Source: an optimization exercise on an open RTL-to-GDS flow (aim: small area, a short achievable clock period and few clock cycles per item). Production flows keep margins and buffers that such runs may drop. Only the layout flow was run in this run; the RTL was not checked for function there. Power and IR drop assume default switching activity. The flow treats the clock pin as an ideal source, which a real chip does not have.

<file path="design/flow/design.v">
module rle_plane_enc (
    input  wire       clk,
    input  wire       rst,
    input  wire       in_valid,
    output reg        in_ready,
    input  wire [7:0] in_data,
    input  wire       in_last,
    output reg        out_valid,
    input  wire       out_ready,
    output reg  [7:0] out_data,
    output reg        out_last
);
    localparam integer N  = 128;    
    localparam integer PW = 7;      
    localparam integer M  = 4;      
    localparam [1:0] K_RUN = 2'd0, K_SOS = 2'd1, K_NEXT = 2'd2;
    reg [7:0] wd0, wd1, wd2, wd3, wd4;
    reg       wl0, wl1, wl2, wl3, wl4;
    reg       we0, we1, we2, we3, we4;
    reg [4:0] wv;                
    reg [7:0] lastb;             
    wire acc = in_valid && in_ready;
    wire in_eq = (in_data == lastb);
    reg [6:0] scnt;       
    reg       sc0, sc124, sc125, sc126, sc127;    
    reg       srun;       
    reg [6:0] lcnt;       
    reg       lc0, lc127, lge2;                   
    reg       lone;       
    reg       cont;       
    localparam integer FD = 3;
    reg [8:0] hq [0:FD-1];
    reg [1:0] hq_wp, hq_rp;
    reg [FD-1:0] hq_t;           
    wire hq_full  = hq_t[FD-1];
    wire hq_empty = !hq_t[0];
    localparam integer CD = 8;
    reg [1:0] cq [0:CD-1];       
    reg [2:0] cq_wp, cq_rp;
    reg [CD-1:0] cq_t;           
    wire cq_full  = cq_t[CD-1];
    wire cq_empty = !cq_t[0];
    reg [9:0] rq0, rq1;          
    reg [1:0]  rq_t;             
    wire       rq_room = !rq_t[1];
    reg [9*N-1:0]  ring;        
    reg [PW-1:0]   ptr;         
    reg [PW-1:0]   dy;          
    reg [M-1:0]    dyo;         
    reg            pey;         
    reg            fa;          
    reg            clr;         
    wire       tap_tag = ring[9*N-1];
    wire [7:0] tap_dat = ring[9*N-2 -: 8];
    wire       n2_live = ring[9*(N-1)-1];
    reg [7:0] lrem;       
    reg       lz, l1;     
    reg       shortf;     
    reg       vdone;      
    reg       rb;         
    reg       eopc;       
    wire can_out = !out_valid || out_ready;
    reg  e_ok;            
    wire eq01 = we1;
    wire eq02 = we1 && we2;
    wire eq03 = we1 && we2 && we3;
    wire new_str = sc0 || !we0 || sc127;
    wire run_start = new_str && !wl0 && !wl1 && !wl2 && eq01 && eq02 && eq03;
    wire is_run = new_str ? run_start : srun;
    wire is_lit = !is_run;
    wire [6:0] c1 = scnt + 7'd1;                  
    wire b1 = !wl0 && eq01 && !sc126;             
    wire b2 = b1 && !wl1 && eq02 && !sc125;
    wire end1 = b1 && (wl1 || sc125 || !eq02);
    wire end2 = b2 && (wl2 || sc124 || !eq03);
    wire run_cont = !new_str && srun;
    wire rq_val = run_cont && end1;
    wire rq_hdr = run_cont && end2;
    wire rq_lit = is_lit;
    wire rq_any = rq_lit || rq_val || rq_hdr;
    wire [7:0] lcnt1 = {1'b0, lcnt} + 8'd1;
    wire lone1  = lc0 ? !cont : (lone && !new_str);
    wire lclose = rq_lit && (wl0 || lc127);
    wire rclose = run_start && !lc0;
    wire push   = lclose || rclose;
    wire [7:0] hdr_l = (lone1 && !lc0) ? (8'd128 + lcnt1) : lcnt1;
    wire [7:0] hdr_r = (lone && lge2) ? (8'd128 + {1'b0, lcnt}) : {1'b0, lcnt};
    wire [8:0] push_ent = rclose ? {hdr_r, 1'b0} : {hdr_l, wl0};
    wire [7:0]  w_dat = rq_hdr ? (8'd131 + {1'b0, scnt}) : wd0;
    wire [1:0]  w_kind = !rq_lit ? K_RUN : lc0 ? K_SOS : K_NEXT;
    wire [9:0]  rq_new = {w_kind, w_dat};
    wire        cpush  = rq_hdr || (rq_lit && lc0);
    wire [1:0]  c_new  = {rq_hdr, rq_hdr && wl2};
    wire adv = e_ok && (!rq_any || rq_room) && (!push || !hq_full) &&
               (!cpush || !cq_full);
    wire rq_push = adv && rq_any;
    wire [1:0] ch = cq[cq_rp];
    wire ch_run  = !cq_empty && ch[1];           
    wire ch_sos  = !cq_empty && !ch[1];          
    wire tap_any  = tap_tag;
    wire tap_live = tap_any && !clr;
    wire is_head  = tap_live && fa;
    wire head_lit = !lz;                          
    wire take_drop = is_head && head_lit && vdone;
    wire take_out  = is_head && can_out && (head_lit ? !vdone : ch_run);
    wire consume   = take_drop || take_out;
    wire skip      = is_head && !consume;
    wire fa_next = fa ? (skip ? pey : 1'b1) : pey;
    wire [1:0] rk = rq0[9:8];
    wire       rqv = rq_t[0];
    wire slot0_dead = !tap_any || consume || clr;    
    wire slot0_free = fa && (!tap_live || consume);
    wire [M-1:0] near_dead;                           
    genvar g;
    generate for (g = 0; g < M; g = g + 1) begin : gnd
        if (g == 0)
            assign near_dead[g] = 1'b0;
        else
            assign near_dead[g] = dyo[g] && !ring[9*(g-1)+8] && !clr;
    end endgenerate
    wire near_free = |near_dead;
    wire wr_ok = (rk == K_NEXT) ? (dyo[0] ? slot0_free : near_free)
                                : (slot0_free && (rk == K_RUN || !dyo[0]));
    wire write  = rqv && wr_ok;
    wire wnear  = write && (rk == K_NEXT) && !dyo[0];    
    wire [8:0] hq_head = hq[hq_rp];
    wire hdr_go = !clr && lz && !consume && can_out && !hq_empty && ch_sos &&
                  n2_live && fa_next;
    wire [7:0] hh = hq_head[8:1];
    wire h_short = hh[7] && (hh[6:0] != 7'd0);
    wire       opush = take_out || hdr_go;
    wire [7:0] odat  = hdr_go ? hh : tap_dat;
    wire       olast = hdr_go ? 1'b0 :
                       head_lit ? (eopc && (shortf || l1)) :
                       (rb && ch[0]);
    reg [9*N-1:0] ring_n;
    integer i;
    always @(*) begin
        ring_n = {ring[9*(N-1)-1:0],
                  ((write && !wnear) || (!clr && !consume && tap_tag)),
                  (slot0_dead ? rq0[7:0] : tap_dat)};
        for (i = 1; i < M; i = i + 1) begin
            if (near_dead[i])
                ring_n[9*i+7 -: 8] = rq0[7:0];
            if (wnear && dyo[i])
                ring_n[9*i+8] = 1'b1;
        end
    end
    wire [5:0] wvx = {1'b0, wv};
    wire [4:0] ld;
    generate for (g = 0; g < 5; g = g + 1) begin : gld
        if (g == 0)
            assign ld[g] = acc && (adv ? (wvx[0] && !wvx[1]) : !wvx[0]);
        else
            assign ld[g] = acc && (adv ? (wvx[g] && !wvx[g+1]) : (wvx[g-1] && !wvx[g]));
    end endgenerate
    wire [4:0] wv_n = (adv ? {1'b0, wv[4:1]} : wv) | ld;
    wire       cpop   = hdr_go || (take_out && !head_lit && rb);
    wire       rq_inc = rq_push && !write, rq_dec = write && !rq_push;
    wire       hq_inc = adv && push && !hdr_go, hq_dec = hdr_go && !(adv && push);
    wire       cq_inc = adv && cpush && !cpop, cq_dec = cpop && !(adv && cpush);
    wire wl0_n = ld[0] ? in_last : adv ? wl1 : wl0;
    wire wl1_n = ld[1] ? in_last : adv ? wl2 : wl1;
    wire wl2_n = ld[2] ? in_last : adv ? wl3 : wl2;
    wire e_ok_n = wv_n[0] && (wv_n[3] || wl0_n || (wv_n[1] && wl1_n) ||
                              (wv_n[2] && wl2_n));
    always @(posedge clk) begin
        if (ld[0]) begin wd0 <= in_data; wl0 <= in_last; we0 <= in_eq; end
        else if (adv) begin wd0 <= wd1; wl0 <= wl1; we0 <= we1; end
        if (ld[1]) begin wd1 <= in_data; wl1 <= in_last; we1 <= in_eq; end
        else if (adv) begin wd1 <= wd2; wl1 <= wl2; we1 <= we2; end
        if (ld[2]) begin wd2 <= in_data; wl2 <= in_last; we2 <= in_eq; end
        else if (adv) begin wd2 <= wd3; wl2 <= wl3; we2 <= we3; end
        if (ld[3]) begin wd3 <= in_data; wl3 <= in_last; we3 <= in_eq; end
        else if (adv) begin wd3 <= wd4; wl3 <= wl4; we3 <= we4; end
        if (ld[4]) begin wd4 <= in_data; wl4 <= in_last; we4 <= in_eq; end
        if (acc) lastb <= in_data;
        ring <= ring_n;
        if (write || !rq_t[0])
            rq0 <= rq_t[1] ? rq1 : rq_new;
        if (rq_push && (rq_t[1] ? write : (rq_t[0] && !write)))
            rq1 <= rq_new;
        if (adv && push) hq[hq_wp] <= push_ent;
        if (adv && cpush) cq[cq_wp] <= c_new;
        if (opush) {out_last, out_data} <= {olast, odat};
        if (rst) begin
            wv       <= 5'd0;
            in_ready <= 1'b0;
            scnt     <= 7'd0;
            sc0      <= 1'b1;
            sc124    <= 1'b0;
            sc125    <= 1'b0;
            sc126    <= 1'b0;
            sc127    <= 1'b0;
            srun     <= 1'b0;
            lcnt     <= 7'd0;
            lc0      <= 1'b1;
            lc127    <= 1'b0;
            lge2     <= 1'b0;
            lone     <= 1'b0;
            cont     <= 1'b0;
            hq_wp    <= 2'd0;
            hq_rp    <= 2'd0;
            hq_t     <= {FD{1'b0}};
            rq_t     <= 2'd0;
            cq_wp    <= 3'd0;
            cq_rp    <= 3'd0;
            cq_t     <= {CD{1'b0}};
            e_ok     <= 1'b0;
            rb       <= 1'b0;
            ptr      <= {PW{1'b0}};
            dy       <= {PW{1'b0}};
            dyo      <= {{(M-1){1'b0}}, 1'b1};
            pey      <= 1'b0;
            fa       <= 1'b1;
            clr      <= 1'b1;
            lrem     <= 8'd0;
            lz       <= 1'b1;
            l1       <= 1'b0;
            shortf   <= 1'b0;
            vdone    <= 1'b0;
            eopc     <= 1'b0;
            out_valid <= 1'b0;
        end else begin
            wv       <= wv_n;
            e_ok     <= e_ok_n;
            in_ready <= !wv_n[4];
            if (adv) begin
                scnt  <= wl0 ? 7'd0 : (new_str ? 7'd1 : c1);
                sc0   <= wl0;
                sc124 <= !wl0 && !new_str && (c1 == 7'd124);
                sc125 <= !wl0 && !new_str && (c1 == 7'd125);
                sc126 <= !wl0 && !new_str && (c1 == 7'd126);
                sc127 <= !wl0 && !new_str && (c1 == 7'd127);
                srun  <= is_run;
                if (rq_lit) begin
                    if (lclose) begin
                        lcnt  <= 7'd0;
                        lc0   <= 1'b1;
                        lc127 <= 1'b0;
                        lge2  <= 1'b0;
                        cont  <= !wl0;
                    end else begin
                        lcnt  <= lcnt1[6:0];
                        lc0   <= 1'b0;
                        lc127 <= (lcnt == 7'd126);
                        lge2  <= !lc0;
                        lone  <= lone1;
                    end
                end else if (run_start) begin
                    lcnt  <= 7'd0;
                    lc0   <= 1'b1;
                    lc127 <= 1'b0;
                    lge2  <= 1'b0;
                    cont  <= 1'b0;
                end else if (wl0) begin
                    cont <= 1'b0;
                end
            end
            if (adv && push) hq_wp <= (hq_wp == FD-1) ? 2'd0 : hq_wp + 2'd1;
            if (hdr_go) hq_rp <= (hq_rp == FD-1) ? 2'd0 : hq_rp + 2'd1;
            if (hq_inc) hq_t <= {hq_t[FD-2:0], 1'b1};
            else if (hq_dec) hq_t <= {1'b0, hq_t[FD-1:1]};
            if (rq_inc) rq_t <= {rq_t[0], 1'b1};
            else if (rq_dec) rq_t <= {1'b0, rq_t[1]};
            if (adv && cpush) cq_wp <= cq_wp + 3'd1;
            if (cpop) cq_rp <= cq_rp + 3'd1;
            if (cq_inc) cq_t <= {cq_t[CD-2:0], 1'b1};
            else if (cq_dec) cq_t <= {1'b0, cq_t[CD-1:1]};
            if (take_out && !head_lit) rb <= !rb;
            ptr <= (ptr == N-1) ? {PW{1'b0}} : ptr + 1'b1;
            if (ptr == N-1) clr <= 1'b0;
            if (write && !wnear) begin
                dy  <= {PW{1'b0}};
                dyo <= {{(M-1){1'b0}}, 1'b1};
                pey <= 1'b0;
            end else if (!write) begin
                dy  <= pey ? {PW{1'b0}} : dy + 1'b1;
                dyo <= {dyo[M-2:0], pey};
                pey <= (dy == N-2);
            end
            fa  <= fa_next;
            if (hdr_go) begin
                lrem   <= h_short ? {6'd0, hh[1:0]} : hh;
                lz     <= 1'b0;
                l1     <= !h_short && (hh == 8'd1);
                shortf <= h_short;
                vdone  <= 1'b0;
                eopc   <= hq_head[0];
            end else if (consume && head_lit) begin
                lrem  <= lrem - 8'd1;
                lz    <= l1;
                l1    <= (lrem == 8'd2);
                vdone <= shortf && !l1;
            end
            out_valid <= !can_out || opush;
        end
    end
endmodule
</file>
<file path="design/flow/flow/run.sh">
#!/bin/bash
# Standard ORFS layout (the standard.sh, standard synthesis unchanged),
# with timing repair aiming for 6.9 ns of setup slack at the 10 ns clock and
# clock tree synthesis with larger sink clusters and no dummy loads.
set -euo pipefail
bash standard.sh SETUP_SLACK_MARGIN=6.9 \
  "CTS_ARGS=-sink_clustering_enable -repair_clock_nets -dont_use_dummy_load -sink_clustering_size 30 -sink_clustering_max_diameter 80 -buf_list sky130_fd_sc_hd__clkbuf_16" \
  finish > flow.log 2>&1
</file>
<file path="design/flow/standard.sh">
#!/bin/bash
# synth_recipe.tcl (not shown) runs the flow's synth.tcl, then flattens the netlist and writes it again
# the make line also repeats each setting of config.mk as NAME=value (left out here)
make -C /OpenROAD-flow-scripts/flow DESIGN_CONFIG=/design/flow/config.mk WORK_HOME=/design/flow/orfs CLKGATE_MAP_FILE= SYNTH_SCRIPT=/design/flow/synth_recipe.tcl "${@:-finish}"
</file>
<file path="design/flow/config.mk">
export PLATFORM = sky130hd
export DESIGN_NAME = rle_plane_enc
export DESIGN_NICKNAME = rle_plane_enc
export VERILOG_FILES = /design/flow/design.v
export SDC_FILE = /design/flow/constraint.sdc
export NUM_CORES = 4
export LEC_CHECK = 0
export CAP_MARGIN = 20
export CORE_MARGIN = 2
export CORE_UTILIZATION = 60
export SLEW_MARGIN = 20
</file>
<file path="design/flow/constraint.sdc">
create_clock -name core_clock -period 10.0 [get_ports {clk}]
set_input_delay 2.0000 -clock core_clock [delete_from_list [all_inputs] [get_ports {clk}]]
set_output_delay 2.0000 -clock core_clock [all_outputs]
set_load 0.01 [all_outputs]
</file>
==> qor.csv <==
metric;value;unit
status;complete, no violations;
register area share after synthesis;84.85;%
WP data arrival;3.70;ns
drt pass-1 iters;5;
Post-synth EDFFs;127;
post-synth top area share;73.63;%
Final period util;32.85;%
vias in the first global route;14450;
Inserted Diodes;0;
Worst EP required;10.42;ns
Via-to-Cell Ratio;4.896;
Die H;242.1;microns
DRC violations left;0;
I/O pin count;24;
busiest grt layer;met1;
critical path's top delay family;compound AO/OA/AOI/OAI gates;
final wirelength;45920;microns
syn nets;2181;
antenna violations before repair;1;
HPWL after DPL;26160;microns
cell taking the most area after synthesis;dfxtp_1;
Crit Path Class;input pin to register;
unrepaired setup endpoints after global routing;true;
die area;58610;sq um
Placed Cells;2886;
synthesized instance count;2150;
Worst Slack Setup Final;6.715;ns
Hold Slack;0.3044;ns
PortBufs;23;
share of cells above drive strength 1;13.47;%
TritonCTS buffer count;55;
Worst Path Max Fanout;8;
final slew viol count;0;
dpl cell area;35250;sq um
crit start category;input pin;
antenna-violating nets left;0;
# rows;87;
syn_area_per_cell;15.82;sq um
Initial Util;60.55;%
global-route wire length before repair;74640;microns
min Tclk post-route;3.285;ns
max-cap violations;0;
clock root buffer;clkbuf_16;
TritonCTS clock tree;yes;
CTS clk-pin slew, worst paths;0.10;ns
Yosys reg bits;1378;
met2 usage;22.91;%
top_reg_cell synth;dfxtp_1;
number of synthesis warnings;1;
Fmax;304.4;MHz
met3 Resource Use GR;2.426;%
hold buffers post-CTS;0;
Power Dens Cells;253.2;nW/um^2
setup TNS;0;ns
area of the multi-input gates;5388;sq um
Worst path max stage delay;0.23;ns
die width;242.1;microns
fillers;3981;
Layout Area Growth over Synthesis;10.04;%
Slew HR;31.13;%
total gr overflow;0;
Finished Cell Area;37430;sq um
Layout Utilization;66.63;%
routed len/inst;15.27;microns
final setup fails;0;
total power;9.478;mW
crit-path cells;buf_6 > nand2b_4 > and3_4 > a21bo_4 > a21o_4 > a21oi_4 > ha_4 > mux2i_1 > nor2_1 > a21oi_1 > nor2_1;
most frequent CP cell;nor2_1;
Post-Syn Area;34010;sq um
CP Capture Type;register;
pre-CTS setup slack;5.274;ns
Cell Count, Final, Fillers Out;3006;
DR vias;14720;
final hold violations;0;
1st-iter DRT viols;781;
GPL Wtd Cong;0.8031;
worst min path class;register to register;
CTS max path bufs;3;
Synth async-reset ratio;0;%
leakage;14.27;nW
clock latency (worst-skew pair);0.63;ns
Bufs and invs on worst path;1;
top post-synthesis cells by area;dfxtp_1, edfxtp_1, mux2_2;
Layout Nets;2283;
synth unique cells;77;
Crit-path slowest cell;ha_4;
Core Area;56170;sq um
grt met1 use;23.76;%
clock skew;0.08568;ns
maximum vdd drop;0.0001821;V
Tot GR Track Use;15.56;%
H-tree depth;2;
CTS sink cnt;1378;
Worst-Margin Slew;1.031;ns
largest net degree at the start of global routing;73;
register area;28860;sq um
cells in the final DEF, fill, tap and decap left out, types with 5 or more instances in the layout:
master and count:
a31oi_1 8, dfxtp_1 1248, nand3_1 34, a21o_1 11, o21a_1 6, o21ai_0 46, mux2i_1 21, nor3b_1 6
clkbuf_16 55, a21oi_1 63, buf_2 14, nor2b_1 10, ha_1 15, nor4_1 5, inv_1 16, nand3b_1 6
xnor2_1 25, a21oi_4 5, nand4_1 9, mux2_4 27, and2_1 10, edfxtp_1 127, nor3_1 16, buf_4 55
nand2b_1 13, or4_1 9, xor2_1 11, clkdlybuf4s50_1 9, nor2_1 90, o2111ai_1 5, mux2_2 52, mux2_1 9
a211oi_1 5, nand2_1 70, nor3b_4 5, buf_6 8
what timing repair did:
action,CTS,global route
endpoints found under the setup margin,256,113
setup buffers,28,30
cloned,4,3
resized for setup,98,30
pin swaps,17,17
synthesized netlist by cell type (all sizes together) (7+ instances only):
library cell,count
a31oi,10
nand3,36
ha,18
xnor2,25
edfxtp,127
a21o,12
nand4,9
dfxtp,1251
a211oi,7
or4,9
mux2,88
and2,12
nor3b,11
nor3,21
inv,21
nor2b,10
nand2b,15
o2111ai,7
o21ai,50
buf,16
nand2,74
xor2,11
mux2i,22
nor4,7
clkbuf,34
nor2,97
a21oi,71
sequential cells by signal (all words and copies together) (netlist names), 3 cells and up, named ones only:
signal	flops
ptr	7
wd4	8
lrem	8
out_data	8
lastb	8
wv	5
wd3	8
dy	7
scnt	7
cq_t	8
lcnt	7
wd1	8
rq1	10
ring	1152
wd0	8
wd2	8
hq	27
cq_wp	3
cq_rp	3
hq_t	3
rq0	10
cq	16
dyo	4
path summary, 6_finish.rpt:
check | slack, ns | startpoint | end | depth (start not counted)
setup / recovery | 6.71 | out_ready | cq_t[2]$_SDFFE_PP0P_ | 11
hold / removal | 0.30 | ring[377]$_DFF_P_ | ring[386]$_DFF_P_ | 0
setup reg to reg | 6.87 | register | cq_t[2]$_SDFFE_PP0P_ | 11
hold reg to reg | 0.30 | ring[377]$_DFF_P_ | ring[386]$_DFF_P_ | 0
power breakdown:
| part | internal, mW | switching (mW) |
|---|---|---|
| logic | 0.282 | 0.317 |
| registers | 6.21 | 0.219 |
| clock network | 0.987 | 1.47 |
| total | 7.47 | 2.00 |
cell families after synthesis:
group	after synthesis	share of synthesized area, %
adder cells (fa/ha/maj)	18	0.6622
XOR/XNOR	36	0.9270
flip-flops	1378	84.85
multiplexers	114	3.914
AO/OA/AOI/OAI	195	3.638
AND/OR/NAND/NOR	337	5.106
buffers and inverters	72	0.9050
layout make-up:
cell class	count	area share, %
timing repair inverter	1	0.02006
multi-input combinational	704	14.40
clock buffer	55	3.677
inverter	22	0.2741
timing repair buffer	90	1.986
sequential	1378	77.12
tap	756	2.527
layer usage:
layer,part of all wire [%],vias up
li1,-,7328
met5,0,-
met3,3.5,78
met4,2.5,0
met2,42,230
met1,52,7082

## port drivers added, routing unchanged
The flow's constraints put no driver on any port. The routed layout listed below was extracted and timed again, unchanged, in two steps.
Step 1 sets driving cells, clkbuf_16 on the clock port and buf_2 on the other inputs (assumed; they add their load-dependent delay and slew).
Step 2 times the ports against the registers' clock, not the clock port: input delays grow and output delays shrink by t, the midpoint of the rising clock arrivals with the driver on.
a / b / c = no drivers / after step 1 / after step 2; a / b = the first two.
t (ns): 0.652
setup slack, ns: 6.715 / 6.741 / 6.089
worst hold slack (ns): 0.304 / 0.304 / 0.304
worst slew at a driven data input, ns: 0.04
After both steps this run still meets setup and hold. The setup slack of this run moves by +0.026 ns with the drivers and by -0.626 ns with both steps.
